Background: an optimization exercise with open tools, aiming at small area, a short achievable clock period and few clock cycles. Do not read the settings as production practice. Function was checked by simulation only, so behaviour that the tests miss may differ from the original. Power and IR drop assume default switching activity.

## qr_frontend
module qr_frontend (
    input  wire       clk,
    input  wire       rst,
    input  wire       start,
    input  wire [5:0] version,
    output wire       busy,
    output wire       grid_re,
    output wire [7:0] grid_row,
    output wire [7:0] grid_col,
    input  wire       grid_bit,
    output reg        fmt_valid,
    output reg  [1:0] fmt_level,
    output reg  [2:0] fmt_mask,
    output reg  [4:0] fmt_fidx,
    output reg  [4:0] fmt_fdist,
    output reg        cw_valid,
    output reg  [7:0] cw_data
);
Size in the first run: ~1300 cells after synthesis, ~150 flip-flops.
export LEC_CHECK = 0
export CAP_MARGIN = 25
export CORE_MARGIN = 2
export CORE_UTILIZATION = 40
export PLACE_DENSITY = 0.6
export SLEW_MARGIN = 60
create_clock -name core_clock -period 11.0 [get_ports {clk}]
standard.sh (not shown) runs the stock make flow with config.mk's settings and CLKGATE_MAP_FILE= SYNTH_SCRIPT=/design/flow/synth_recipe.tcl, a recipe that flattens the netlist after the stock synthesis.
==> flow/flow/run.sh <==
#!/bin/bash
set -euo pipefail
export BUFFER_PORTS_ARGS="-buffer_cell sky130_fd_sc_hd__buf_2"
bash standard.sh > standard_flow.log 2>&1
Testbench counts at the start, summed over its fixed seeds: cycles 1,399,588.
Rerun with:
--- a/flow/design.v
+++ b/flow/design.v
@@ -239,25 +239,22 @@
       rowf[3] = (r_ == 8 - k);
       rowf[4] = (r_ <= 8 - k);
       rowf[5] = (r_ >= 4 - k) && (r_ <= 8 - k);
       rowf[6] = (rb_ <= 7 + k);
       rowf[7] = vi_ && (rb_ >= 8 + k) && (rb_ <= 10 + k);
       rowf[8] = !v1_ && (rb_ >= 4 + k) && (rb_ <= 8 + k);
       rowf[9] = !v1_ && (r_ > 10 - k) && bandp;    
     end
   endfunction
   wire [9:0] rf_p2 = rowf( 2, sr, rb, m, ml1, ml2, v1, vi);
-  wire [9:0] rf_p1 = rowf( 1, sr, rb, m, ml1, ml2, v1, vi);
-  wire [9:0] rf_m1 = rowf(-1, sr, rb, m, ml1, ml2, v1, vi);
   wire [9:0] rf_m2 = rowf(-2, sr, rb, m, ml1, ml2, v1, vi);
   wire [9:0] rf_2  = up ? rf_m2 : rf_p2;     
-  wire [9:0] rf_1  = up ? rf_m1 : rf_p1;     
   wire [9:0] rf_t  = up ? 10'b00_0001_0101 : 10'b00_0100_0000;
   wire       chi   = (cR[7:4] != 4'd0);           
   wire [3:0] cl    = cR[3:0];
   wire       cge12 = chi || (cl >= 4'd12);
   wire       cge14 = chi || (cl >= 4'd14);
   wire       c8    = !chi && (cl == 4'd8);
   wire [2:0] ppn   = pp + 3'd1;
   wire       mh_le2 = (mh <= 4'd2);
   wire       mh_12  = (mh == 4'd1) || (mh == 4'd2);
   wire       mh_13  = (mh >= 4'd1) && (mh <= 4'd3);
@@ -296,25 +293,23 @@
   assign cfn_l[0] = !chi && (cl <= 4'd8);
   assign cfn_l[1] = 1'b0;
   assign cfn_l[2] = !chi && (cl <= 4'd10);
   assign cfn_l[3] = 1'b0;
   assign cfn_l[4] = !chi && (cl <= 4'd10);
   assign cfn_l[5] = !chi && ((cl == 4'd8) || (cl == 4'd10));
   assign cfn_l[6] = (ppn <= 3'd3);
   assign cfn_l[7] = vi && (ppn == 3'd4);
   assign cfn_l[8] = !v1 && (ppn >= 3'd2) && (ppn <= 3'd3);
   assign cfn_l[9] = !v1 && cge14 && mh_23;
-  wire nd_2r, nd_2l, nd_1r, nd_1l, nd_tr, nd_tl;
+  wire nd_2r, nd_2l, nd_tr, nd_tl;
   qr_func_map u_2r (.rf(rf_2), .cf(cf_r),  .nd(nd_2r));    
   qr_func_map u_2l (.rf(rf_2), .cf(cf_l),  .nd(nd_2l));
-  qr_func_map u_1r (.rf(rf_1), .cf(cfn_r), .nd(nd_1r));    
-  qr_func_map u_1l (.rf(rf_1), .cf(cfn_l), .nd(nd_1l));
   qr_func_map u_tr (.rf(rf_t), .cf(cfn_r), .nd(nd_tr));    
   qr_func_map u_tl (.rf(rf_t), .cf(cfn_l), .nd(nd_tl));
   wire go_left = !lsel && TL;
   wire go_turn = !go_left && E;
   wire go_move = !go_left && !E;
   wire last_pair = (cR == 8'd1);
   wire scan_end = last_pair && !up && (go_turn || (go_move && (NX == 2'b00) && (rb != 4'd13)));
   wire [7:0] cRm1  = cR - 8'd1;
   wire [7:0] cRn   = c8 ? 8'd5 : cR - 8'd2;
   wire [7:0] cRnm1 = c8 ? 8'd4 : cR - 8'd3;
@@ -421,38 +416,39 @@
         g  <= 8'd8;
         ro <= sr;
         cR   <= {ver4, 2'b10};                              
         up   <= 1'b0;
         TN   <= 2'b11;                                      
         if (fk == 5'd31)
           state <= S_PRE;
       end
       S_SCAN: begin
         ro <= sr;
+        TN <= {!nd_tr, !nd_tl};
         if (go_left) begin
           g    <= cRm1;
           A[13:11]   <= gj1;
           A[10] <= 1'b1;
           re   <= 1'b1;
         end else if (go_turn) begin
           up   <= !up;
           cR   <= cRn;
           A[9:7]   <= (pp == 3'd6) ? 3'd6 : ppn;
           A[3:0]   <= (mh == 4'd0) ? sm1 : mh - 4'd1;
           A[6:4]   <= c8 ? ((c6 >= 3'd3) ? c6 - 3'd3 : c6 + 3'd3)
                      : ((c6 >= 3'd2) ? c6 - 3'd2 : c6 + 3'd4);
           g    <= TN[1] ? cRn : cRnm1;
           A[13:11]   <= TN[1] ? gjn : gjn1;
           A[10] <= !TN[1];
           re   <= TN[1] || TN[0];
           H[14]   <= TN[0];
-          NX   <= {!nd_tr, !nd_tl};
+          NX   <= TN;
           H[13]    <= 1'b0;
         end else begin
           ro <= srn;
           sr <= srn;
           if (up) begin
             H[3:0]  <= (rb >= 4'd12) ? 4'd13 : rb + 4'd1;
             H[8:4]   <= (m == 5'd0) ? {sm1, 1'b1} : m - 5'd1;
             H[9] <= (m == 5'd0);
             H[10] <= ml1;
             H[12:11]  <= (r3 == 2'd0) ? 2'd2 : r3 - 2'd1;
@@ -465,21 +461,20 @@
             H[10] <= (m == {sm2, 1'b1});
             H[12:11]  <= (r3 == 2'd2) ? 2'd0 : r3 + 2'd1;
             H[13]   <= (rb == 4'd1);
           end
           g    <= NX[1] ? cR : cRm1;
           A[13:11]   <= NX[1] ? gj0 : gj1;
           A[10] <= !NX[1];
           re   <= NX[1] || NX[0];
           H[14]   <= NX[0];
           NX   <= {!nd_2r, !nd_2l};
-          TN   <= {!nd_1r, !nd_1l};
         end
         if (scan_end) begin
           re    <= 1'b0;
           state <= S_DR1;
         end
       end
       S_DR1: begin
         re    <= 1'b0;
         g     <= 8'd8;
         ro    <= sr;
The new run ran to the end with no violations.
Core utilization falls by 0.28 points.
Sequential power hardly moves.
Wire length falls by a few percent.
Synthesized cell count falls by a few percent.
Fmax rises slightly.
Count of clock-buffer cells in the layout falls by 1.
Setup slack improves by 0.015 ns.
Global-route usage falls by 0.98 points.
Clock power falls slightly.
Cell count falls by a few percent.
Synthesized area falls by a few percent.
Hold slack hardly moves.
Testbench counts after the change, summed over its fixed seeds: cycles 1,399,588.


Starting RTL as in the previous note.
export LEC_CHECK = 0
export CAP_MARGIN = 40
export CORE_MARGIN = 2
export CORE_UTILIZATION = 40
export PLACE_DENSITY = 0.6
export SLEW_MARGIN = 65
create_clock -name core_clock -period 11.0 [get_ports {clk}]
Scripts as last shown in full above: flow/flow/run.sh
Testbench counts at the start, summed over its fixed seeds: cycles 1,399,588.
Next try:
--- a/flow/design.v
+++ b/flow/design.v
@@ -239,25 +239,22 @@
       rowf[3] = (r_ == 8 - k);
       rowf[4] = (r_ <= 8 - k);
       rowf[5] = (r_ >= 4 - k) && (r_ <= 8 - k);
       rowf[6] = (rb_ <= 7 + k);
       rowf[7] = vi_ && (rb_ >= 8 + k) && (rb_ <= 10 + k);
       rowf[8] = !v1_ && (rb_ >= 4 + k) && (rb_ <= 8 + k);
       rowf[9] = !v1_ && (r_ > 10 - k) && bandp;    
     end
   endfunction
   wire [9:0] rf_p2 = rowf( 2, sr, rb, m, ml1, ml2, v1, vi);
-  wire [9:0] rf_p1 = rowf( 1, sr, rb, m, ml1, ml2, v1, vi);
-  wire [9:0] rf_m1 = rowf(-1, sr, rb, m, ml1, ml2, v1, vi);
   wire [9:0] rf_m2 = rowf(-2, sr, rb, m, ml1, ml2, v1, vi);
   wire [9:0] rf_2  = up ? rf_m2 : rf_p2;     
-  wire [9:0] rf_1  = up ? rf_m1 : rf_p1;     
   wire [9:0] rf_t  = up ? 10'b00_0001_0101 : 10'b00_0100_0000;
   wire       chi   = (cR[7:4] != 4'd0);           
   wire [3:0] cl    = cR[3:0];
   wire       cge12 = chi || (cl >= 4'd12);
   wire       cge14 = chi || (cl >= 4'd14);
   wire       c8    = !chi && (cl == 4'd8);
   wire [2:0] ppn   = pp + 3'd1;
   wire       mh_le2 = (mh <= 4'd2);
   wire       mh_12  = (mh == 4'd1) || (mh == 4'd2);
   wire       mh_13  = (mh >= 4'd1) && (mh <= 4'd3);
@@ -296,25 +293,23 @@
   assign cfn_l[0] = !chi && (cl <= 4'd8);
   assign cfn_l[1] = 1'b0;
   assign cfn_l[2] = !chi && (cl <= 4'd10);
   assign cfn_l[3] = 1'b0;
   assign cfn_l[4] = !chi && (cl <= 4'd10);
   assign cfn_l[5] = !chi && ((cl == 4'd8) || (cl == 4'd10));
   assign cfn_l[6] = (ppn <= 3'd3);
   assign cfn_l[7] = vi && (ppn == 3'd4);
   assign cfn_l[8] = !v1 && (ppn >= 3'd2) && (ppn <= 3'd3);
   assign cfn_l[9] = !v1 && cge14 && mh_23;
-  wire nd_2r, nd_2l, nd_1r, nd_1l, nd_tr, nd_tl;
+  wire nd_2r, nd_2l, nd_tr, nd_tl;
   qr_func_map u_2r (.rf(rf_2), .cf(cf_r),  .nd(nd_2r));    
   qr_func_map u_2l (.rf(rf_2), .cf(cf_l),  .nd(nd_2l));
-  qr_func_map u_1r (.rf(rf_1), .cf(cfn_r), .nd(nd_1r));    
-  qr_func_map u_1l (.rf(rf_1), .cf(cfn_l), .nd(nd_1l));
   qr_func_map u_tr (.rf(rf_t), .cf(cfn_r), .nd(nd_tr));    
   qr_func_map u_tl (.rf(rf_t), .cf(cfn_l), .nd(nd_tl));
   wire go_left = !lsel && TL;
   wire go_turn = !go_left && E;
   wire go_move = !go_left && !E;
   wire last_pair = (cR == 8'd1);
   wire scan_end = last_pair && !up && (go_turn || (go_move && (NX == 2'b00) && (rb != 4'd13)));
   wire [7:0] cRm1  = cR - 8'd1;
   wire [7:0] cRn   = c8 ? 8'd5 : cR - 8'd2;
   wire [7:0] cRnm1 = c8 ? 8'd4 : cR - 8'd3;
@@ -421,38 +416,39 @@
         g  <= 8'd8;
         ro <= sr;
         cR   <= {ver4, 2'b10};                              
         up   <= 1'b0;
         TN   <= 2'b11;                                      
         if (fk == 5'd31)
           state <= S_PRE;
       end
       S_SCAN: begin
         ro <= sr;
+        TN <= {!nd_tr, !nd_tl};
         if (go_left) begin
           g    <= cRm1;
           A[13:11]   <= gj1;
           A[10] <= 1'b1;
           re   <= 1'b1;
         end else if (go_turn) begin
           up   <= !up;
           cR   <= cRn;
           A[9:7]   <= (pp == 3'd6) ? 3'd6 : ppn;
           A[3:0]   <= (mh == 4'd0) ? sm1 : mh - 4'd1;
           A[6:4]   <= c8 ? ((c6 >= 3'd3) ? c6 - 3'd3 : c6 + 3'd3)
                      : ((c6 >= 3'd2) ? c6 - 3'd2 : c6 + 3'd4);
           g    <= TN[1] ? cRn : cRnm1;
           A[13:11]   <= TN[1] ? gjn : gjn1;
           A[10] <= !TN[1];
           re   <= TN[1] || TN[0];
           H[14]   <= TN[0];
-          NX   <= {!nd_tr, !nd_tl};
+          NX   <= TN;
           H[13]    <= 1'b0;
         end else begin
           ro <= srn;
           sr <= srn;
           if (up) begin
             H[3:0]  <= (rb >= 4'd12) ? 4'd13 : rb + 4'd1;
             H[8:4]   <= (m == 5'd0) ? {sm1, 1'b1} : m - 5'd1;
             H[9] <= (m == 5'd0);
             H[10] <= ml1;
             H[12:11]  <= (r3 == 2'd0) ? 2'd2 : r3 - 2'd1;
@@ -465,21 +461,20 @@
             H[10] <= (m == {sm2, 1'b1});
             H[12:11]  <= (r3 == 2'd2) ? 2'd0 : r3 + 2'd1;
             H[13]   <= (rb == 4'd1);
           end
           g    <= NX[1] ? cR : cRm1;
           A[13:11]   <= NX[1] ? gj0 : gj1;
           A[10] <= !NX[1];
           re   <= NX[1] || NX[0];
           H[14]   <= NX[0];
           NX   <= {!nd_2r, !nd_2l};
-          TN   <= {!nd_1r, !nd_1l};
         end
         if (scan_end) begin
           re    <= 1'b0;
           state <= S_DR1;
         end
       end
       S_DR1: begin
         re    <= 1'b0;
         g     <= 8'd8;
         ro    <= sr;
The changed run produced a clean layout. Die area is lower by about 2.4%. Count of clock-buffer cells in the layout is lower by 1. Cell area is lower by 2.4%. Sequential power stays flat. Register-to-register slack got worse by 0.12 ns. Power is lower by 6.6%. Setup slack got worse by 0.022 ns. Wire length is lower by 3.5%.
Testbench counts after the change, summed over its fixed seeds: cycles 1,399,588.


Another version of the RTL of qr_frontend (not shown whole).
For scale: ~170 flip-flops.
clock: 11.0 ns
lec_check: 0
cap_margin: 20
core_margin: 2
core_utilization: 40
place_density: 0.6
slew_margin: 20
Scripts as last shown in full above: flow/flow/run.sh
The baseline completed without violations.
Testbench counts at the start, summed over its fixed seeds: cycles 1,399,588.
Edit:
--- a/flow/design.v
+++ b/flow/design.v
@@ -141,26 +141,24 @@
   reg        mpq;         
   reg        rv1, rv2;    
   reg  [14:0] H;
   reg  [14:0] A;          
   reg  [3:0]  ndis;       
   reg  [3:0]  s12;        
   reg         s2v, s3v, s4v;
   reg  [4:0]  bidx;       
-  reg  [3:0]  best;
-  wire [2:0]  q1   = cw_data[2:0];
-  wire [2:0]  q2   = cw_data[5:3];
-  wire [2:0]  q3   = nbits;
+  wire [3:0]  p1   = cw_data[7:4];
+  wire [2:0]  p2   = nbits;
+  wire [3:0]  best = cw_data[3:0];
   wire [14:0] fdelta;
   qr_fcw_rom u_fcw (.idx(fk), .fdelta(fdelta));
   wire [14:0] fx  = A & (H ^ 15'h5412);
-  wire [2:0]  pc1 = fx[0] + fx[1] + fx[2] + fx[3] + fx[4];
-  wire [2:0]  pc2 = fx[5] + fx[6] + fx[7] + fx[8] + fx[9];
-  wire [2:0]  pc3 = fx[10] + fx[11] + fx[12] + fx[13] + fx[14];
+  wire [3:0]  pc1 = fx[0] + fx[1] + fx[2] + fx[3] + fx[4] + fx[5] + fx[6] + fx[7];
+  wire [2:0]  pc2 = fx[8] + fx[9] + fx[10] + fx[11] + fx[12] + fx[13] + fx[14];
   wire [4:0]  t3   = fk - 5'd2;                           
   wire        take = s3v && ((st_srch && fk == 5'd2) || (s12 < best));
   wire [2:0]  mask = bidx[2:0] ^ 3'b101;
   reg  [7:0] sr;          
   reg  [7:0] cR;          
   reg  [2:0] pp;          
   reg  [3:0] mh;          
   reg  [2:0] c6;          
@@ -218,34 +216,42 @@
   endfunction
   function [9:0] rowf;
     input integer k;      
     input [7:0] r_;
     input [3:0] rb_;
     input [4:0] m_;
     input       ml1_, ml2_;
     input       v1_, vi_;
+    reg   [4:0] b;        
     reg         bandp;
+    integer     bi;
     begin
+      bi = rb_;
+      bi = bi - k;
+      if (rb_ == 4'd13 || bi > 10 || bi < 0)
+        b = 5'd31;
+      else
+        b = bi[4:0];
       case (k)
         2:       bandp = (m_ <= 5'd2) || ml1_ || ml2_;
         1:       bandp = (m_ <= 5'd3) || ml1_;
         -1:      bandp = (m_ >= 5'd1) && (m_ <= 5'd5);
         -2:      bandp = (m_ >= 5'd2) && (m_ <= 5'd6);
         default: bandp = (m_ <= 5'd4);
       endcase
       rowf[0] = (r_ <= 5 - k);
       rowf[1] = (r_ == 6 - k);
       rowf[2] = (r_ <= 7 - k);
       rowf[3] = (r_ == 8 - k);
       rowf[4] = (r_ <= 8 - k);
       rowf[5] = (r_ >= 4 - k) && (r_ <= 8 - k);
-      rowf[6] = (rb_ <= 7 + k);
-      rowf[7] = vi_ && (rb_ >= 8 + k) && (rb_ <= 10 + k);
-      rowf[8] = !v1_ && (rb_ >= 4 + k) && (rb_ <= 8 + k);
+      rowf[6] = (b <= 5'd7);
+      rowf[7] = vi_ && (b >= 5'd8) && (b <= 5'd10);
+      rowf[8] = !v1_ && (b >= 5'd4) && (b <= 5'd8);
       rowf[9] = !v1_ && (r_ > 10 - k) && bandp;    
     end
   endfunction
   wire [9:0] rf_p2 = rowf( 2, sr, rb, m, ml1, ml2, v1, vi);
   wire [9:0] rf_p1 = rowf( 1, sr, rb, m, ml1, ml2, v1, vi);
   wire [9:0] rf_m1 = rowf(-1, sr, rb, m, ml1, ml2, v1, vi);
   wire [9:0] rf_m2 = rowf(-2, sr, rb, m, ml1, ml2, v1, vi);
   wire [9:0] rf_2  = up ? rf_m2 : rf_p2;     
@@ -500,25 +506,24 @@
       default: begin
         state  <= S_IDLE;
         busy_r <= 1'b0;
       end
     endcase
     s2v <= st_srch;
     s3v <= s2v;
     s4v <= s3v && (t3 == 5'd31);
-    s12 <= {1'b0, q1} + {1'b0, q2} + {1'b0, q3};
+    s12 <= p1 + {1'b0, p2};
     if (st_srch) begin
-      cw_data[2:0] <= pc1;
-      cw_data[5:3] <= pc2;
-      nbits        <= pc3;
+      cw_data[7:4] <= pc1;
+      nbits        <= pc2;
     end
     if (take) begin
-      best <= s12;
-      bidx <= t3;
+      cw_data[3:0] <= s12;
+      bidx         <= t3;
     end
     fmt_fidx  <= bidx;
     fmt_level <= bidx[4:3] ^ 2'b10;
     fmt_mask  <= mask;
     fmt_fdist <= {best, 1'b0} + {1'b0, ndis};
     if (s4v) begin
       fmt_valid <= 1'b1;
       nbits     <= 3'd0;
Result: The changed run passed the timing, DRC and antenna checks; sequential share of layout area fell by 0.58 points; non-clock buffer count fell by 1; clock-buffer cell count rose by 3; die area fell slightly; final area fell slightly; final cell count rose slightly.
Testbench counts after the change, summed over its fixed seeds: cycles 1,399,588.

==> static timing again, ports no longer ideal <==
In the flow no input, the clock included, has a driving cell. The finished layouts below were timed again as built, in two steps. Step 1 assumes that a clkbuf_16 drives the clock port and a buf_2 every other input. Step 2 adds t to the input delays and takes it off the output delays; t is the mean of the earliest and latest rising clock arrival at the registers after step 1. Input paths then give back, and output paths get back, about the clock's delay inside the block. Three values: no drivers, after step 1, after step 2; two values: the first two.
run | shift t [ns] | slack for setup (ns) | slew at the worst register clock pin (ns) | cell pins on the clock port's net
the first run of note 1 | 0.481 | 7.854 / 7.800 / 7.879 | 0.08 / 0.08 | 1
the second run of note 1 | 0.476 | 7.869 / 7.822 / 7.693 | 0.08 / 0.08 | 1
the first run of note 2 | 0.487 | 7.876 / 7.826 / 7.883 | 0.08 / 0.08 | 1
the second run of note 2 | 0.486 | 7.854 / 7.805 / 7.699 | 0.08 / 0.08 | 1
the first run of note 3 | 0.492 | 7.677 / 7.677 / 7.677 | 0.08 / 0.08 | 1
the second run of note 3 | 0.488 | 7.633 / 7.633 / 7.633 | 0.07 / 0.07 | 1
After both steps every run listed still meets setup and hold. For the second run of note 1, which loses most, drivers alone change the setup slack by -0.047 ns; drivers and shift together by -0.176 ns.
